Background: an optimization exercise with open tools, aiming at small area, a short achievable clock period and few clock cycles per item. Do not read the settings as production practice.
RTL that was checked went through simulation tests only; none was proved equivalent to the original.
Power figures rest on the tool's default switching activity, not on a simulated workload.

## build 75
Design ws_frame_rx, start of the top module:
module ws_frame_rx (
  input  wire        clk,
  input  wire        rst,
  input  wire        in_valid,
  input  wire [7:0]  in_data,
  output wire        in_ready,
  output wire        ev_valid,
  input  wire        ev_ready,
  output wire        ev_crc_err,
  output wire [1:0]  ev_tag,
  output wire [7:0]  ev_command,
  output wire [7:0]  ev_status,
  output wire [7:0]  ev_length,
  output wire [63:0] ev_raw,
  output wire [63:0] ev_value1,
  output wire [63:0] ev_value2,
  output wire [15:0] ev_stored,
  output wire [15:0] ev_computed
);
Settings: LEC_CHECK=0, ABC_AREA=1, CAP_MARGIN=20, CORE_MARGIN=2, CORE_UTILIZATION=50, CTS_BUF_LIST=sky130_fd_sc_hd__clkbuf_8, CTS_CLUSTER_DIAMETER=50, CTS_CLUSTER_SIZE=20, PLACE_DENSITY=0.6, SETUP_SLACK_MARGIN=5, SLEW_MARGIN=20; clock period 9.0 ns.
standard.sh (not shown) runs the stock make flow with config.mk's settings and CLKGATE_MAP_FILE= SYNTH_SCRIPT=/design/flow/synth_recipe.tcl, a recipe that flattens the netlist after the stock synthesis.
==> flow/flow/run.sh <==
#!/bin/bash
# Own flow: the standard layout (standard.sh, unchanged synthesis) with
# a tighter setup target for repair_timing, the smallest buffer on the
# ports and clock tree synthesis without dummy loads. All tool output goes
# to logs in this folder (standard_own.log, and ORFS's logs under orfs/).
set -euo pipefail
MARGIN=${MARGIN:-5.8}
CTS="-sink_clustering_enable -repair_clock_nets -buf_list sky130_fd_sc_hd__clkbuf_8 -sink_clustering_size 30 -sink_clustering_max_diameter 40 -dont_use_dummy_load"
sed -e "s/SETUP_SLACK_MARGIN=[0-9.]*/SETUP_SLACK_MARGIN=$MARGIN/" \
    -e "s|\"\${@:-finish}\"|BUFFER_PORTS_ARGS='-buffer_cell sky130_fd_sc_hd__buf_1' CTS_ARGS='$CTS' \"\${@:-finish}\"|" \
    standard.sh > standard_own.sh
bash standard_own.sh > standard_own.log 2>&1
Testbench counts of build 75, summed over its fixed seeds: cycles 24,942, bytes 24,934.
Here is what was changed in the inputs of build 22 compared with build 75.
--- a/flow/flow/run.sh
+++ b/flow/flow/run.sh
@@ -6,5 +6,5 @@
 set -euo pipefail
 MARGIN=${MARGIN:-5.8}
-CTS="-sink_clustering_enable -repair_clock_nets -buf_list sky130_fd_sc_hd__clkbuf_8 -sink_clustering_size 30 -sink_clustering_max_diameter 40 -dont_use_dummy_load"
+CTS="-sink_clustering_enable -repair_clock_nets -buf_list sky130_fd_sc_hd__clkbuf_8 -sink_clustering_size 20 -sink_clustering_max_diameter 50 -dont_use_dummy_load"
 sed -e "s/SETUP_SLACK_MARGIN=[0-9.]*/SETUP_SLACK_MARGIN=$MARGIN/" \
     -e "s|\"\${@:-finish}\"|BUFFER_PORTS_ARGS='-buffer_cell sky130_fd_sc_hd__buf_1' CTS_ARGS='$CTS' \"\${@:-finish}\"|" \
Footprint of the multi-input gates across build 22 and build 75: no real change. As of build 22, wire length per cell had risen slightly compared to build 75. Fmax, build 22 and build 75: larger value in build 75. Build 75 → build 22: tightest slew margin relative to the limit stayed essentially flat, clock buffer count in the final layout shrank by 12, total number of H-tree levels decreased 1. Comparing the two runs side by side, build 22 comes out behind build 75 on minimum clock period after layout. As far as wire length is concerned, build 22 and build 75 perform about the same. Measured against each other, build 22 and build 75 differ in total routed wire length on the met1 layer, the lower figure coming from build 22. Looking at count of fill cells added during filler insertion, build 22 sits above build 75. Final worst slack, build 22 and build 75, lower one = build 22.
What build 26 does differently from build 22 at the input level:
- GPL_TIMING_DRIVEN newly set to 0
For build 22, the launching element of the worst setup path was u_framer.ev_raw[23]$_DFFE_PP_, unlike build 26, where it was post$_SDFFE_PP0P_.
Summary of the comparison: number of buffers added for setup after CTS is lower in build 26, relative to build 22.
Build 22 and build 26 ended up with roughly the same sequential share of cell area.
In build 26 relative to build 22, CTS buffer count had gone up by more than 10%.
As far as share of power burned in combinational logic is concerned, build 22 and build 26 perform about the same.
From build 22 to build 26 the numbers moved as follows: power in combinational cells went up by about 3%, critical path depth went up by 7.
Build 26 -> build 22: standby leakage power flat
Build 26 — area overhead of the layout relative to synthesis 0.15 points higher, build 22 as reference
Build 26 reports a higher first-pass GRT wire length than build 22 does.
Build 26 vs build 22 on aggregate routed wire length: build 26 is the higher one.
Between build 22 and build 26, the difference in power of the sequential group is negligible.

* * *

Another version of the RTL of ws_frame_rx (not shown whole).
Size in the first run: about 1600 cells after synthesis, about 290 flip-flops.
export LEC_CHECK = 0
export ABC_AREA = 1
export CAP_MARGIN = 20
export CORE_MARGIN = 2
export CORE_UTILIZATION = 50
export CTS_BUF_LIST = sky130_fd_sc_hd__clkbuf_8
export CTS_CLUSTER_DIAMETER = 50
export CTS_CLUSTER_SIZE = 20
export PLACE_DENSITY = 0.6
export SETUP_SLACK_MARGIN = 5
export SLEW_MARGIN = 20
create_clock -name core_clock -period 9.0 [get_ports {clk}]
==> flow/flow/run.sh <==
#!/bin/bash
# Own flow: the standard layout (standard.sh, unchanged synthesis) with
# a tighter setup target for repair_timing and the smallest buffer on the
# ports. All tool output goes to logs in this folder.
set -euo pipefail
MARGIN=${MARGIN:-5.8}
sed -e "s/SETUP_SLACK_MARGIN=[0-9.]*/SETUP_SLACK_MARGIN=$MARGIN/" \
    -e "s|\"\${@:-finish}\"|BUFFER_PORTS_ARGS='-buffer_cell sky130_fd_sc_hd__buf_1' \"\${@:-finish}\"|" \
    standard.sh > standard_own.sh
bash standard_own.sh > standard_own.log 2>&1
==> next run, changes <==
==> flow/flow/run.sh (replaced) <==
#!/bin/bash
# Own flow: the standard layout (standard.sh, unchanged synthesis) with
# a tighter setup target for repair_timing, the smallest buffer on the
# ports and clock tree synthesis without dummy loads. All tool output goes
# to logs in this folder (standard_own.log, and ORFS's logs under orfs/).
set -euo pipefail
MARGIN=${MARGIN:-5.8}
CTS="-sink_clustering_enable -repair_clock_nets -buf_list sky130_fd_sc_hd__clkbuf_8 -sink_clustering_size 20 -sink_clustering_max_diameter 50 -dont_use_dummy_load"
sed -e "s/SETUP_SLACK_MARGIN=[0-9.]*/SETUP_SLACK_MARGIN=$MARGIN/" \
    -e "s|\"\${@:-finish}\"|BUFFER_PORTS_ARGS='-buffer_cell sky130_fd_sc_hd__buf_1' CTS_ARGS='$CTS' \"\${@:-finish}\"|" \
    standard.sh > standard_own.sh
bash standard_own.sh > standard_own.log 2>&1
=> Final area went down slightly. Global-route usage hardly moves. Count of clock-buffer cells in the layout decreases by 2. Flip-flop and latch count is unchanged. Final cell count decreases slightly. Worst setup slack is worse by 38 ps. Via count hardly moves. Power is lower by a little under a tenth. Die area is unchanged. Synthesized cell count is unchanged. Routed wire length barely changes.
No functional check of the RTL was part of any run of this note.

==> re-timing with driven ports <==
In the flow no input, the clock included, has a driving cell. The finished layouts below were timed again as built, in two steps. Step 1 sets driving cells, clkbuf_16 on the clock port and buf_2 on the other inputs (assumed; they add their load-dependent delay and slew). Step 2 adds t to the input delays and takes it off the output delays; t is the mean of the earliest and latest rising clock arrival at the registers after step 1. Input paths then give back, and output paths get back, about the clock's delay inside the block. Slacks: no drivers / after step 1 / after step 2; pairs: no drivers / after step 1.
run | t, ns | setup WS [ns] | slew at the worst register clock pin (ns) | worst data-port slew with drivers (ns)
build 75 | 0.574 | 5.878 / 5.834 / 5.423 | 0.08 / 0.08 | 0.03
build 22 | 0.637 | 5.832 / 5.783 / 5.369 | 0.11 / 0.11 | 0.03
build 26 | 0.568 | 5.810 / 5.791 / 5.368 | 0.10 / 0.10 | 0.03
the first run of note 2 | 0.575 | 5.872 / 5.827 / 5.341 | 0.10 / 0.10 | 0.03
the second run of note 2 | 0.562 | 5.834 / 5.786 / 5.348 | 0.09 / 0.09 | 0.03
After both steps every run listed still meets setup and hold. The setup slack of the first run of note 2, which loses most, moves by -0.045 ns with the drivers and by -0.531 ns with both steps.
